This is an optimization exercise on Yosys and OpenROAD, whose aim is small area, a short achievable clock period and few clock cycles, not a production implementation. RTL that was checked went through simulation tests only; none was proved equivalent to the original. No activity file was given, so power comes from the tool's default toggle rates.

Setup of old:
## mctp_tx
module mctp_tx (
    input  wire        clk,
    input  wire        rst,           
    input  wire        start_valid,
    output wire        start_ready,
    input  wire [12:0] cfg_len,       
    input  wire [7:0]  cfg_mtu,       
    input  wire [31:0] cfg_addr,      
    input  wire        cfg_to,        
    input  wire        cfg_pec_xor,   
    input  wire        cfg_mic,       
    input  wire        in_valid,
    output wire        in_ready,
    input  wire [7:0]  in_data,
    output reg         out_valid,
    input  wire        out_ready,
    output reg  [7:0]  out_data,
    output reg         out_sop,       
    output reg         out_eop        
);
Size: about 820 cells after synthesis, about 150 flip-flops, roughly 82 I/O pins, ~8700 um^2 of cells after synthesis.
export LEC_CHECK = 0
export CAP_MARGIN = 20
export CORE_MARGIN = 2
export CORE_UTILIZATION = 40
export CTS_BUF_LIST = sky130_fd_sc_hd__clkbuf_8
export CTS_CLUSTER_SIZE = 30
export SETUP_SLACK_MARGIN = 2.8
export SLEW_MARGIN = 20
export SYNTH_HIERARCHICAL = 1
export TNS_END_PERCENT = 10
create_clock -name core_clock -period 5.0 [get_ports {clk}]
standard.sh (not shown) runs the stock make flow with config.mk's settings and CLKGATE_MAP_FILE= SYNTH_SCRIPT=/design/flow/synth_recipe.tcl, a recipe that flattens the netlist after the stock synthesis.
==> flow/flow/run.sh <==
#!/bin/bash
# The standard layout (standard.sh: the standard flow's synthesis and ORFS flow), with the
# port buffers made of sky130_fd_sc_hd__buf_2 cells instead of the default
# delay-buffer cells. make's full output goes to flow_make.log.
set -euo pipefail
export BUFFER_PORTS_ARGS="-buffer_cell sky130_fd_sc_hd__buf_2"
bash standard.sh > flow_make.log 2>&1
Testbench counts of old, summed over its fixed seeds: cycles 49,716.
#### Input delta (new over old)
--- a/flow/design.v
+++ b/flow/design.v
@@ -84,17 +84,16 @@
             pb = crc8 ^ ((pec_xor && first_pkt && last_pkt) ? m1 : 8'd0);
         else
             pb = ({8{h[0]}} & addr[7:0])   | ({8{h[1]}} & 8'h0F)
                | ({8{h[2]}} & (p + 8'd6))  | ({8{h[3]}} & addr[15:8])
                | ({8{h[4]}} & 8'h01)       | ({8{h[5]}} & addr[23:16])
                | ({8{h[6]}} & addr[31:24]) | ({8{h[7]}} & ctrl);
     end
-    wire [7:0]  c32x = (py && fin) ? (crc32[7:0] ^ in_data) : 8'd0;
+    wire [7:0]  c32x = fin ? (crc32[7:0] ^ in_data) : 8'd0;
     wire [31:0] c32n;
-    wire        c32_ini = first_pkt && (h[0] || h[1] || h[2] || h[3]);
     reg  [7:0]  c8b;
     always @(*) begin
         if (py)
             c8b = fin ? in_data : mic_byte;
         else
             c8b = ({8{h[5]}} & addr[23:16]) | ({8{h[6]}} & addr[31:24])
                 | ({8{h[7]}} & ctrl);
@@ -233,20 +232,19 @@
                     to_bit    <= cfg_to;
                     pec_xor   <= cfg_pec_xor;
                     mic       <= cfg_mic;
                     m1        <= mtu_m1;
                     q         <= len_q;
                     first_pkt <= 1'b1;
                     seq       <= 2'd0;
+                    crc32     <= 32'hFFFFFFFF;
                 end
             end
             if (hd && prod) begin
                 h <= {h[6:0], 1'b0};
-                if (c32_ini)
-                    crc32 <= {8'hFF, c32n[23:0]};
                 if (h[0]) begin
                     p       <= q[7:0];
                     q[7:0]  <= lo[7:0];
                     cfl     <= lo[8];
                 end
                 if (h[1]) begin
                     last_pkt <= last_now;
## What came out
- Cmp new and old / met1 routing resource usage after global routing / higher: old
- Diff old -> new: total power now sits higher, length of routed wiring on met1 went up, number of clock buffers in the layout saw an increase.
- Between new and old, worst-path maximum fanout is higher for old, new comes in under that.
- In the final reports, the cell area of new is larger than that of old.
- Taking old as 1.0, new lands at 1.05 on routed wire length.
- Changes observed in new relative to old: synthesized area shows an increase of 1.1%, ratio of final minimum period to clock period shows an increase of 0.74 points, final cell utilization of the core shows an increase of 1.9 points.
For new, only the layout was checked, not whether the RTL still works.

* * *

mctp_tx, a different RTL version from the one above (not shown whole).
Size in the first run: about 150 flip-flops, roughly 82 I/O pins, ~8300 µm² of cells after synthesis.
==> flow/config.mk <==
export PLATFORM = sky130hd
export DESIGN_NAME = mctp_tx
export DESIGN_NICKNAME = mctp_tx
export VERILOG_FILES = /design/flow/design.v
export SDC_FILE = /design/flow/constraint.sdc
export NUM_CORES = 4
export LEC_CHECK = 0
export CAP_MARGIN = 20
export CORE_MARGIN = 2
export CORE_UTILIZATION = 40
export CTS_BUF_LIST = sky130_fd_sc_hd__clkbuf_8
export CTS_CLUSTER_SIZE = 30
export SETUP_SLACK_MARGIN = 2.8
export SLEW_MARGIN = 20
export SYNTH_HIERARCHICAL = 1
export TNS_END_PERCENT = 40
==> flow/constraint.sdc <==
create_clock -name core_clock -period 5.0 [get_ports {clk}]
set_input_delay 1.0000 -clock core_clock [delete_from_list [all_inputs] [get_ports {clk}]]
set_output_delay 1.0000 -clock core_clock [all_outputs]
set_load 0.01 [all_outputs]
==> flow/flow/run.sh <==
#!/bin/bash
# The standard layout (standard.sh: the standard flow's synthesis and ORFS flow), with the
# port buffers made of sky130_fd_sc_hd__buf_1 cells instead of the default
# delay-buffer cells, and clock tree synthesis without dummy loads.
# make's full output goes to flow_make.log.
set -euo pipefail
export BUFFER_PORTS_ARGS="-buffer_cell sky130_fd_sc_hd__buf_1"
export CTS_ARGS="-sink_clustering_enable -repair_clock_nets -dont_use_dummy_load -buf_list sky130_fd_sc_hd__clkbuf_8 -sink_clustering_size 30"
bash standard.sh > flow_make.log 2>&1
The baseline passed the timing, DRC and antenna checks.
Next try:
--- a/flow/design.v
+++ b/flow/design.v
@@ -72,17 +72,16 @@
                | ({8{h[4]}} & 8'h01)       | ({8{h[5]}} & addr[23:16])
                | ({8{h[6]}} & addr[31:24]) | ({8{h[7]}} & ctrl);
     end
     wire [7:0]  c32x = (py && fin) ? (crc32[7:0] ^ in_data) : 8'd0;
     wire [31:0] c32n;
     wire        c32_ini = first_pkt && (h[0] || h[1] || h[2] || h[3]);
-    wire [7:0]  c8b = (py && fin) ? in_data
-                    : (({8{h[5]}} & addr[23:16]) | ({8{h[6]}} & addr[31:24])
-                     | ({8{h[7]}} & ctrl)         | ({8{py}} & mic_byte));
+    wire [7:0]  c8b = ({8{h[5]}} & addr[23:16]) | ({8{h[6]}} & addr[31:24])
+                    | ({8{h[7]}} & ctrl)         | ({8{py}} & mic_byte);
     wire [7:0]  c8r = h[5] ? 8'h07 : crc8;
-    wire [7:0]  c8x = c8r ^ c8b;
+    wire [7:0]  c8x = (py && fin) ? (crc8 ^ in_data) : (c8r ^ c8b);
     wire [7:0]  c8n;
     wire c32_t8, c32_t9, c32_t10, c32_t11, c32_t12, c32_t13, c32_t14, c32_t15, c32_t16, c32_t17, c32_t18, c32_t19, c32_t20, c32_t21, c32_t22, c32_t23, c32_t24, c32_t25, c32_t26, c32_t27, c32_t28, c32_t29, c32_t30, c32_t31, c32_t32, c32_t33, c32_t34, c32_t35, c32_t36, c32_t37, c32_t38, c32_t39, c32_t40, c32_t41, c32_t42, c32_t43, c32_t44, c32_t45, c32_t46, c32_t47, c32_t48, c32_t49, c32_t50;
     mctp_x2 c32_x0 (.a(c32x[1]), .b(c32x[6]), .y(c32_t8));
     mctp_x2 c32_x1 (.a(c32x[2]), .b(c32x[4]), .y(c32_t9));
     mctp_x2 c32_x2 (.a(c32x[3]), .b(c32x[5]), .y(c32_t10));
     mctp_x2 c32_x3 (.a(c32x[0]), .b(c32x[7]), .y(c32_t11));
Effect:
- power falls by 0.58%
- cell count came out higher by 1.8%
- fmax came out higher by 2.0%
- clock skew is higher by 0.0055 ns
- die area went up by 1.1%
- via count rose by 3.2%
Testbench counts after the change, summed over its fixed seeds: cycles 49,716.
For the first run of this note, only the layout was checked, not whether the RTL still works.

* * *

mctp_tx with an RTL version that a note above also has.
Size: roughly 810 cells after synthesis, roughly 82 I/O pins, ~8400 µm² of cells after synthesis.
clock: 5.0 ns
lec_check: 0
cap_margin: 20
core_margin: 2
core_utilization: 40
cts_buf_list: sky130_fd_sc_hd__clkbuf_8
cts_cluster_size: 30
setup_slack_margin: 2.8
slew_margin: 20
synth_hierarchical: 1
tns_end_percent: 10
Scripts as last shown in full above: flow/flow/run.sh
The baseline passed the timing, DRC and antenna checks.
Testbench counts at the start, summed over its fixed seeds: cycles 49,716.
==> next run, changes <==
--- a/flow/design.v
+++ b/flow/design.v
@@ -71,18 +71,19 @@
                | ({8{h[2]}} & (p + 8'd5))  | ({8{h[3]}} & addr[15:8])
                | ({8{h[4]}} & 8'h01)       | ({8{h[5]}} & addr[23:16])
                | ({8{h[6]}} & addr[31:24]) | ({8{h[7]}} & ctrl);
     end
     wire [7:0]  c32x = (py && fin) ? (crc32[7:0] ^ in_data) : 8'd0;
     wire [31:0] c32n;
     wire        c32_ini = first_pkt && (h[0] || h[1] || h[2] || h[3]);
-    wire [7:0]  c8b = ({8{h[5]}} & addr[23:16]) | ({8{h[6]}} & addr[31:24])
-                    | ({8{h[7]}} & ctrl)         | ({8{py}} & mic_byte);
+    wire [7:0]  c8b = (py && fin) ? in_data
+                    : (({8{h[5]}} & addr[23:16]) | ({8{h[6]}} & addr[31:24])
+                     | ({8{h[7]}} & ctrl)         | ({8{py}} & mic_byte));
     wire [7:0]  c8r = h[5] ? 8'h07 : crc8;
-    wire [7:0]  c8x = (py && fin) ? (crc8 ^ in_data) : (c8r ^ c8b);
+    wire [7:0]  c8x = c8r ^ c8b;
     wire [7:0]  c8n;
     wire c32_t8, c32_t9, c32_t10, c32_t11, c32_t12, c32_t13, c32_t14, c32_t15, c32_t16, c32_t17, c32_t18, c32_t19, c32_t20, c32_t21, c32_t22, c32_t23, c32_t24, c32_t25, c32_t26, c32_t27, c32_t28, c32_t29, c32_t30, c32_t31, c32_t32, c32_t33, c32_t34, c32_t35, c32_t36, c32_t37, c32_t38, c32_t39, c32_t40, c32_t41, c32_t42, c32_t43, c32_t44, c32_t45, c32_t46, c32_t47, c32_t48, c32_t49, c32_t50;
     mctp_x2 c32_x0 (.a(c32x[1]), .b(c32x[6]), .y(c32_t8));
     mctp_x2 c32_x1 (.a(c32x[2]), .b(c32x[4]), .y(c32_t9));
     mctp_x2 c32_x2 (.a(c32x[3]), .b(c32x[5]), .y(c32_t10));
     mctp_x2 c32_x3 (.a(c32x[0]), .b(c32x[7]), .y(c32_t11));
     mctp_x2 c32_x4 (.a(c32x[7]), .b(c32_t10), .y(c32_t12));
Result:
- register-to-register slack barely changes
- hold slack is better by 0.019 ns
- sequential power barely changes
- area after synthesis shrinks by 1.1%
- power barely changes
- final cell count falls by 3.8%
- core utilization fell by 1.4 points
- setup slack is worse by 0.055 ns
- wire length went down by 1.7%
- sequential cell count stays the same
- non-clock buffer count goes down by 26
- die area fell by 1.1%
Only the layout flow was run in the second run of this note; the RTL was not checked for function there.

* * *

job 8318:
Another version of the RTL of mctp_tx (not shown whole).
Size: about 150 flip-flops, ~82 I/O pins, ~8600 µm² of cells after synthesis.
// mctp_tx
module mctp_tx (
    input  wire        clk,
    input  wire        rst,           
    input  wire        start_valid,
    output wire        start_ready,
    input  wire [12:0] cfg_len,       
    input  wire [7:0]  cfg_mtu,       
    input  wire [31:0] cfg_addr,      
    input  wire        cfg_to,        
    input  wire        cfg_pec_xor,   
    input  wire        cfg_mic,       
    input  wire        in_valid,
    output wire        in_ready,
    input  wire [7:0]  in_data,
    output reg         out_valid,
    input  wire        out_ready,
    output reg  [7:0]  out_data,
    output reg         out_sop,       
    output reg         out_eop        
);
    reg        idle, hd, py, pc;
    reg        busy;        
    reg [7:0]  h;           
    reg [31:0] addr;
    reg        to_bit;
    reg        pec_xor;
    reg        mic;
    reg [7:0]  m1;          
    reg [13:0] q;           
    reg        cfl;         
    reg        hinc;        
    reg [7:0]  p;           
    reg [2:0]  micn;        
    reg        first_pkt;
    reg        last_pkt;
    reg [1:0]  seq;
    reg [7:0]  crc8;
    reg [31:0] crc32;
    reg        fb_pend;     
    reg        fin;         
    reg        in_rdy;      
    reg        skid_v;
    reg [7:0]  skid;
    wire        adv      = !out_valid || out_ready;
    wire        acc      = in_valid && in_rdy;
    wire        mic_go   = py && !fin && !skid_v;
    wire        prod     = acc || mic_go || (!skid_v && (hd || pc));
    wire [8:0]  lo       = {1'b0, q[7:0]} - {1'b0, m1};
  ...
export LEC_CHECK = 0
export CAP_MARGIN = 20
export CORE_MARGIN = 2
export CORE_UTILIZATION = 40
export CTS_BUF_LIST = sky130_fd_sc_hd__clkbuf_8
export CTS_CLUSTER_SIZE = 30
export SETUP_SLACK_MARGIN = 2.8
export SLEW_MARGIN = 20
export SYNTH_HIERARCHICAL = 1
export TNS_END_PERCENT = 10
create_clock -name core_clock -period 5.0 [get_ports {clk}]
Scripts as last shown in full above: flow/flow/run.sh
Testbench counts of job 8318, summed over its fixed seeds: cycles 49,716.
Modified inputs, job 4638 compared to job 8318
diff --git a/flow/design.v b/flow/design.v
--- a/flow/design.v
+++ b/flow/design.v
@@ -15,15 +15,16 @@
     output reg         out_valid,
     input  wire        out_ready,
     output reg  [7:0]  out_data,
     output reg         out_sop,       
     output reg         out_eop        
 );
     reg        idle, hd, py, pc;
-    reg        busy;        
+    reg        sr;          
+    reg        nld;         
     reg [7:0]  h;           
     reg [31:0] addr;
     reg        to_bit;
     reg        pec_xor;
     reg        mic;
     reg [7:0]  m1;          
     reg [13:0] q;           
@@ -54,14 +55,18 @@
     wire        p_le     = (p[7:3] == 5'd0) && ({1'b0, p[2:0]} <= {1'b0, micn} + 4'd1);  
     wire        p_zero   = (p == 8'd1);     
     wire        empty    = (p == 8'd0);
     wire [7:0]  ctrl     = {first_pkt, last_pkt, seq, to_bit, 3'd3};
     wire [7:0]  mic_byte = ~crc32[7:0];
     wire [5:0]  len_l4   = cfg_len[7:2] + {5'd0, cfg_mic};
     wire        len_hinc = cfg_mic && cfg_len[7:2] == 6'h3F;
+    wire        skid_vn  = skid_v ? !adv : (prod && !adv);
+    wire        idle_n   = (idle || (pc && prod && last_pkt)) && !start_valid;
+    wire        pc_n     = (pc && !prod) || (py && prod && p_zero) || (h[7] && prod && empty);
+    wire        sr_n     = idle_n || (pc_n && last_pkt && !skid_vn);
     wire        take_in = py && fin;
     reg  [7:0]  pbo;
     wire [7:0]  pb = take_in ? in_data : pbo;
     always @(*) begin
         if (py)
             pbo = mic_byte;
         else if (pc)
@@ -166,15 +171,15 @@
     mctp_x2 c8_x6 (.a(c8_t8), .b(c8_t9), .y(c8n[2]));
     mctp_x2 c8_x7 (.a(c8x[3]), .b(c8x[7]), .y(c8_t12));
     mctp_x2 c8_x8 (.a(c8_t12), .b(c8_t9), .y(c8n[3]));
     mctp_x2 c8_x9 (.a(c8x[2]), .b(c8_t10), .y(c8n[4]));
     mctp_x2 c8_x10 (.a(c8x[5]), .b(c8_t10), .y(c8n[5]));
     mctp_x2 c8_x11 (.a(c8x[4]), .b(c8_t11), .y(c8n[6]));
     mctp_x2 c8_x12 (.a(c8x[7]), .b(c8_t11), .y(c8n[7]));
-    assign start_ready = !busy;
+    assign start_ready = sr;
     assign in_ready    = in_rdy;
     always @(posedge clk) begin
         if (adv) begin
             if (skid_v) begin
                 out_valid <= 1'b1;
                 out_data  <= skid;
                 out_sop   <= h[1];
@@ -193,31 +198,14 @@
         if (rst) begin
             out_valid <= 1'b0;
             skid_v    <= 1'b0;
         end
     end
     always @(posedge clk) begin
         begin
-            if (idle) begin
-                addr      <= cfg_addr;
-                to_bit    <= cfg_to;
-                pec_xor   <= cfg_pec_xor;
-                mic       <= cfg_mic;
-                m1        <= cfg_mtu;
-                q         <= {1'b0, cfg_len[12:8], len_l4, cfg_len[1:0]};
-                hinc      <= len_hinc;
-                first_pkt <= 1'b1;
-                seq       <= 2'd0;
-                h         <= 8'd1;
-                if (start_valid) begin
-                    idle <= 1'b0;
-                    busy <= 1'b1;
-                    hd   <= 1'b1;
-                end
-            end
             if (fb_pend && in_rdy)
                 m1 <= in_data;
             if (hd && prod) begin
                 h <= {h[6:0], 1'b0};
                 if (c32_ini)
                     crc32 <= {8'hFF, c32n[23:0]};
                 if (h[0]) begin
@@ -264,27 +252,45 @@
             end
             if (pc && prod) begin
                 first_pkt <= 1'b0;
                 seq       <= seq + 2'd1;
                 pc        <= 1'b0;
                 if (last_pkt) begin
                     idle <= 1'b1;
-                    busy <= 1'b0;
                 end else begin
                     hd <= 1'b1;
                     h  <= 8'd1;
                 end
             end
+            if (!nld) begin
+                addr      <= cfg_addr;
+                to_bit    <= cfg_to;
+                pec_xor   <= cfg_pec_xor;
+                mic       <= cfg_mic;
+                m1        <= cfg_mtu;
+                q         <= {1'b0, cfg_len[12:8], len_l4, cfg_len[1:0]};
+                hinc      <= len_hinc;
+                first_pkt <= 1'b1;
+                seq       <= 2'd0;
+                h         <= 8'd1;
+                if (start_valid) begin
+                    idle <= 1'b0;
+                    hd   <= 1'b1;
+                end
+            end
+            sr  <= sr_n;
+            nld <= !sr_n;
             in_rdy <= !(skid_v ? !adv : (prod && !adv)) &&
                       (py ? (acc ? (!p_le && !p_zero) : fin)
                           : (h[7] && prod && !empty && !p_lt));
         end
         if (rst) begin
             idle   <= 1'b1;
-            busy   <= 1'b0;
+            sr     <= 1'b1;
+            nld    <= 1'b0;
             hd     <= 1'b0;
             py     <= 1'b0;
             pc     <= 1'b0;
             in_rdy <= 1'b0;
         end
     end
 endmodule
==> summary.txt <==
- Global-route usage: lower on job 4638
- [compare] base=job 8318 new=job 4638: floorplan die area went up 1.4%, global-route track usage on met2 shows a reduction of 1.5 points, time the worst path needs with I/O delays and setup grew by 45 ps.
- Taking job 4638 over job 8318, the switching power total ratio works out to 0.915.
- Between job 8318 and job 4638, the share of power burned in the clock network is higher for job 4638.
- Pin count of the biggest net entering global routing for job 4638 is higher than for job 8318.
- Higher fraction of final layout cells sized beyond drive strength 1 goes to job 4638 over job 8318.
- The higher post-cts resize count came out of job 4638.
Only the layout flow was run in job 4638; the RTL was not checked for function there.

==> re-timing with driven ports <==
Ports are ideal in the flow. The routed layouts listed here were re-timed in OpenROAD.
Step 1 (the two cells are an assumption about what drives the block):
set clk [get_ports {clk}]
set_driving_cell -lib_cell sky130_fd_sc_hd__clkbuf_16 $clk
set_driving_cell -lib_cell sky130_fd_sc_hd__buf_2 [delete_from_list [all_inputs] $clk]
Step 2, shift: input delay + t, output delay - t, t = (earliest + latest rising clock arrival at the registers) / 2. This alone moves slack from input paths to output paths.
a / b / c = no drivers / after step 1 / after step 2; a / b = the first two.
run	t, ns	setup WS [ns]	clock arrival spread, ns
old	0.508	2.689 / 2.689 / 2.197	0.013 / 0.013
new	0.509	2.652 / 2.664 / 2.155	0.015 / 0.014
the first run of note 2	0.469	2.722 / 2.722 / 2.276	0.037 / 0.037
the second run of note 2	0.495	2.766 / 2.770 / 2.275	0.039 / 0.039
the first run of note 3	0.487	2.769 / 2.751 / 2.263	0.025 / 0.025
the second run of note 3	0.482	2.714 / 2.695 / 2.213	0.035 / 0.034
job 8318	0.486	2.742 / 2.742 / 2.269	0.038 / 0.038
job 4638	0.489	2.698 / 2.698 / 2.251	0.044 / 0.043
After both steps every run listed still meets setup and hold. For the first run of note 3, which loses most, drivers alone change the setup slack by -0.018 ns; drivers and shift together by -0.506 ns.
